This design comes from an exercise in tuning for small area on the open sky130 flow, not from production work. At most, simulation tests tie the RTL to the original design; equivalence was not proved. Power figures rest on the tool's default switching activity, not on a simulated workload.

==> module locomm_fcd, before the edit <==
module locomm_fcd (
    input  wire        clk,
    input  wire        rst,
    input  wire        rx_valid,
    input  wire [7:0]  rx_data,
    output wire        rx_ready,
    output reg         fr_valid,
    output reg  [3:0]  fr_route,
    output wire [2:0]  fr_status,
    output wire [15:0] fr_size,
    output wire [31:0] fr_type,
    output wire [31:0] fr_tag,
    input  wire [3:0]  mb_sel,
    input  wire        mb_take,
    output wire [8:0]  mb_ready,
    output wire [31:0] mb_tag,
    output wire [15:0] mb_size,
    output wire [2:0]  mb_status,
    input  wire        iq_pop,
    output wire [2:0]  iq_level,
    output wire [31:0] iq_tag,
    output wire [15:0] iq_size,
    output wire [2:0]  iq_status
);
    reg  [15:0] cnt;         
    reg  [1:0]  tph;         
    reg  [15:0] size;        
    reg  [31:0] type_r;      
    reg  [31:0] tag_r;       
    reg  [15:0] crc;         
    reg  [1:0]  chk;         
    assign rx_ready = 1'b1;
    wire take = rx_valid;
    wire [15:0] size_n = {size[7:0], rx_data};        
    wire hdr    = (cnt[15:4] == 12'd0);
    wire b0     = hdr && (cnt[3:0] == 4'd4);
    wire b1     = hdr && (cnt[3:0] == 4'd5);
    wire b3     = hdr && (cnt[3:0] == 4'd7);
    wire b23    = hdr && (cnt[3:1] == 3'd3);          
    wire b01    = hdr && (cnt[3:1] == 3'd2);          
    wire btype  = hdr && (cnt[3:2] == 2'd2);          
    wire btag   = hdr && (cnt[3:2] == 2'd3);          
    wire past3  = (cnt[15:3] != 13'd0);                
    wire tstart = (tph == 2'd0) && past3 && (cnt == size);
    wire short3 = b3 && (size_n[15:3] == 13'd0);     
    wire last   = (tph == 2'd3) ||
                  (short3 && (size_n[2:0] <= 3'd4));
    reg [15:0] crc_upd;
    integer i;
    always @* begin
        crc_upd = crc ^ {8'h00, rx_data};
        for (i = 0; i < 8; i = i + 1)
            crc_upd = crc_upd[0] ? ((crc_upd >> 1) ^ 16'h8408) : (crc_upd >> 1);
    end
    wire [7:0] crc_byte = (tph == 2'd0) ? crc[15:8] : crc[7:0];
    wire       crc_ne   = (rx_data != crc_byte);
    always @(posedge clk) begin
        if (rst) begin
            cnt <= 16'd4;
            tph <= 2'd0;
        end else if (take) begin
            cnt <= last ? 16'd4 : cnt + 16'd1;
            if (last)
                tph <= 2'd0;
            else if (short3)
                tph <= 2'd0 - size_n[1:0];
            else if (tstart || tph != 2'd0)
                tph <= tph + 2'd1;
        end
    end
    always @(posedge clk) begin
        if (take) begin
            if (b23)   size   <= size_n;
            if (btype) type_r <= {type_r[23:0], rx_data};
            if (btag)  tag_r  <= {tag_r[23:0], rx_data};
            if (b01)
                crc <= 16'h0000;
            else if (tph == 2'd0 && !tstart)
                crc <= crc_upd;
            if (b0)
                chk <= (rx_data != 8'h12) ? 2'b01 : 2'b00;
            else if (chk == 2'b00) begin
                if (b1 && rx_data != 8'h34)                   chk <= 2'b01;
                if ((tstart || tph == 2'd1) && crc_ne)        chk <= 2'b11;
                if (tph == 2'd2 && rx_data != 8'h56)          chk <= 2'b10;
                if (tph == 2'd3 && rx_data != 8'h78)          chk <= 2'b10;
            end
        end
    end
    always @(posedge clk) begin
        if (rst) fr_valid <= 1'b0;
        else     fr_valid <= take && last;
    end
    wire short16 = (size[15:4] == 12'd0);
    wire [1:0] st_code = (chk == 2'b01) ? 2'b01 :
                         short16        ? 2'b10 : chk;
    function [2:0] st_dec(input [1:0] e, input sm);
        st_dec = {e[1] & ~e[0] & ~sm, e[1] & (e[0] | sm), e[0]};
    endfunction
    assign fr_status = st_dec(st_code, short16);
    assign fr_size   = size;
    assign fr_type   = type_r;
    assign fr_tag    = tag_r;
    always @* begin
        if (size[15:3] == 13'd0)
            fr_route = 4'd11;
        else begin
            case (type_r)
                32'h5057414B: fr_route = 4'd0;    
                32'h5350414B: fr_route = 4'd1;    
                32'h5250414B: fr_route = 4'd2;    
                32'h5341434B: fr_route = 4'd3;    
                32'h4443414B: fr_route = 4'd4;    
                32'h534E414B: fr_route = 4'd5;    
                32'h5343414B: fr_route = 4'd6;    
                32'h4550414B: fr_route = 4'd7;    
                32'h4750414B: fr_route = 4'd8;    
                32'h53454E44: fr_route = 4'd9;    
                default:      fr_route = 4'd10;
            endcase
        end
    end
    wire [49:0] entry = {tag_r, size, st_code};
    reg [8:0]  mb_rdy;
    reg [9*50-1:0] mb_d;     
    integer k;
    always @(posedge clk) begin
        for (k = 0; k < 9; k = k + 1) begin
            if (rst)
                mb_rdy[k] <= 1'b0;
            else if (fr_valid && fr_route == k)
                mb_rdy[k] <= 1'b1;
            else if (mb_take && mb_sel == k)
                mb_rdy[k] <= 1'b0;
            if (fr_valid && fr_route == k)
                mb_d[k*50 +: 50] <= entry;
        end
    end
    assign mb_ready = mb_rdy;
    reg [49:0] mb_q;
    integer r;
    always @* begin
        mb_q = {50{mb_sel[3]}} & mb_d[8*50 +: 50];
        for (r = 0; r < 8; r = r + 1)
            mb_q = mb_q | ({50{~mb_sel[3] && mb_sel[2:0] == r}} & mb_d[r*50 +: 50]);
    end
    assign mb_tag    = mb_q[49:18];
    assign mb_size   = mb_q[17:2];
    assign mb_status = st_dec(mb_q[1:0], mb_q[17:6] == 12'd0);
    reg [4*50-1:0] iq_d;     
    reg [1:0]  iq_rd;
    reg [2:0]  iq_cnt;
    wire       do_pop  = iq_pop && (iq_cnt != 3'd0);
    wire       do_push = fr_valid && (fr_route == 4'd9) && (!iq_cnt[2] || iq_pop);
    wire [1:0] iq_wr   = iq_rd + iq_cnt[1:0];
    always @(posedge clk) begin
        if (rst) begin
            iq_rd  <= 2'd0;
            iq_cnt <= 3'd0;
        end else begin
            if (do_pop)
                iq_rd <= iq_rd + 2'd1;
            iq_cnt <= iq_cnt - {2'd0, do_pop} + {2'd0, do_push};
        end
        for (k = 0; k < 4; k = k + 1)
            if (do_push && iq_wr == k)
                iq_d[k*50 +: 50] <= entry;
    end
    reg [49:0] iq_q;
    always @* begin
        iq_q = 50'd0;
        for (r = 0; r < 4; r = r + 1)
            iq_q = iq_q | ({50{iq_rd == r}} & iq_d[r*50 +: 50]);
    end
    assign iq_level  = iq_cnt;
    assign iq_tag    = iq_q[49:18];
    assign iq_size   = iq_q[17:2];
    assign iq_status = st_dec(iq_q[1:0], iq_q[17:6] == 12'd0);
endmodule
export LEC_CHECK = 0
export CAP_MARGIN = 20
export CORE_MARGIN = 2
export CORE_UTILIZATION = 70
export PLACE_DENSITY = 0.8
export SLEW_MARGIN = 20
create_clock -name core_clock -period 10.0 [get_ports {clk}]
standard.sh (not shown) runs the stock make flow with config.mk's settings and CLKGATE_MAP_FILE= SYNTH_SCRIPT=/design/flow/synth_recipe.tcl, a recipe that flattens the netlist after the stock synthesis.
==> flow/flow/run.sh <==
#!/bin/bash
# Standard layout (standard.sh) with these changes:
#  - synthesis maps with an area-oriented abc script (flow/synth.tcl);
#  - every port still gets a buffer, but a buf_1 rather than clkdlybuf4s50_1;
#  - clock tree: clkbuf_8 buffers, larger sink clusters, no dummy loads.
set -euo pipefail
W=$PWD
export AREA_ABC_SCRIPT=$W/flow/abc_area.script
bash standard.sh SYNTH_SCRIPT=$W/flow/synth.tcl \
  "BUFFER_PORTS_ARGS=-buffer_cell sky130_fd_sc_hd__buf_1" \
  "CTS_ARGS=-sink_clustering_enable -repair_clock_nets -sink_clustering_size 18 -sink_clustering_max_diameter 60 -buf_list sky130_fd_sc_hd__clkbuf_8 -dont_use_dummy_load" \
  finish > $W/standard.log 2>&1
==> flow/flow/abc_area.script <==
strash
dc2
dch -f
amap -F 3 -A 5
buffer -c
topo
==> flow/flow/synth.tcl <==
# The standard flow's synthesis (synth_recipe.tcl) with one change: abc maps with an
# area-oriented script (flow/abc_area.script) in place of ORFS's.
proc synth {args} { yosys synth -nofsm -noshare {*}$args }
proc abc {args} {
  set i [lsearch -exact $args -script]
  if { $i >= 0 } {
    lset args [expr { $i + 1 }] $::env(AREA_ABC_SCRIPT)
  }
  yosys abc {*}$args
}
source $::env(SCRIPTS_DIR)/synth.tcl
# left out here: clear keep_hierarchy, flatten, clean up, hide names made inside functions, write 1_2_yosys.v
Change:
--- a/flow/design.v
+++ b/flow/design.v
@@ -27,9 +27,11 @@
     reg  [15:0] size;        
     reg  [31:0] type_r;      
     reg  [31:0] tag_r;       
     reg  [15:0] crc;         
-    reg  [1:0]  chk;         
+    reg         st_bad;      
+    reg         crc_bad;     
+    reg         end_bad;     
     assign rx_ready = 1'b1;
     wire take = rx_valid;
     wire [15:0] size_n = {size[7:0], rx_data};        
     wire hdr    = (cnt[15:4] == 12'd0);
@@ -72,29 +74,29 @@
         if (take) begin
             if (b23)   size   <= size_n;
             if (btype) type_r <= {type_r[23:0], rx_data};
             if (btag)  tag_r  <= {tag_r[23:0], rx_data};
+            if (b0)      st_bad <= (rx_data != 8'h12);
+            else if (b1) st_bad <= st_bad | (rx_data != 8'h34);
             if (b01)
                 crc <= 16'h0000;
             else if (tph == 2'd0 && !tstart)
                 crc <= crc_upd;
-            if (b0)
-                chk <= (rx_data != 8'h12) ? 2'b01 : 2'b00;
-            else if (chk == 2'b00) begin
-                if (b1 && rx_data != 8'h34)                   chk <= 2'b01;
-                if ((tstart || tph == 2'd1) && crc_ne)        chk <= 2'b11;
-                if (tph == 2'd2 && rx_data != 8'h56)          chk <= 2'b10;
-                if (tph == 2'd3 && rx_data != 8'h78)          chk <= 2'b10;
-            end
+            if (tstart)          crc_bad <= crc_ne;
+            else if (tph == 2'd1) crc_bad <= crc_bad | crc_ne;
+            if (tph == 2'd2)      end_bad <= (rx_data != 8'h56);
+            else if (tph == 2'd3) end_bad <= end_bad | (rx_data != 8'h78);
         end
     end
     always @(posedge clk) begin
         if (rst) fr_valid <= 1'b0;
         else     fr_valid <= take && last;
     end
     wire short16 = (size[15:4] == 12'd0);
-    wire [1:0] st_code = (chk == 2'b01) ? 2'b01 :
-                         short16        ? 2'b10 : chk;
+    wire [1:0] st_code = st_bad  ? 2'b01 :
+                         short16   ? 2'b10 :
+                         crc_bad ? 2'b11 :
+                         end_bad ? 2'b10 : 2'b00;
     function [2:0] st_dec(input [1:0] e, input sm);
         st_dec = {e[1] & ~e[0] & ~sm, e[1] & (e[0] | sm), e[0]};
     endfunction
     assign fr_status = st_dec(st_code, short16);
Outcome: The changed run completed with no timing, DRC or antenna violations. Clock skew decreases by 0.0051 ns. Hold slack gets better by 0.0045 ns. Power is higher by 0.38%. Non-clock buffer count went down by 1. Wire length decreases by 0.99%. Worst setup slack got worse by 0.15 ns.
Function not checked in the first run of this note: the RTL went through the layout flow alone.

-- separate check: timing with driven ports --
No port has a modelled driver above. Below, the same layouts with a new extraction and two added sets of constraints.
Step 1 sets driving cells, clkbuf_16 on the clock port and buf_2 on the other inputs (assumed; they add their load-dependent delay and slew).
Step 2 adds t to the input delays and takes it off the output delays; t is the mean of the earliest and latest rising clock arrival at the registers after step 1. Input paths then give back, and output paths get back, about the clock's delay inside the block.
Three values: ideal, step 1, step 2; two values: the first two.
run | shift t [ns] | setup WS [ns] | hold WS [ns]
the first run | 0.696 | 2.636 / 2.610 / 2.610 | 0.471 / 0.471 / 0.471
the second run | 0.691 | 2.488 / 2.442 / 2.442 | 0.475 / 0.475 / 0.475
After both steps setup and hold are still met in every run listed. The setup slack of the second run, which loses most, moves by -0.046 ns with the drivers and by -0.046 ns with both steps.
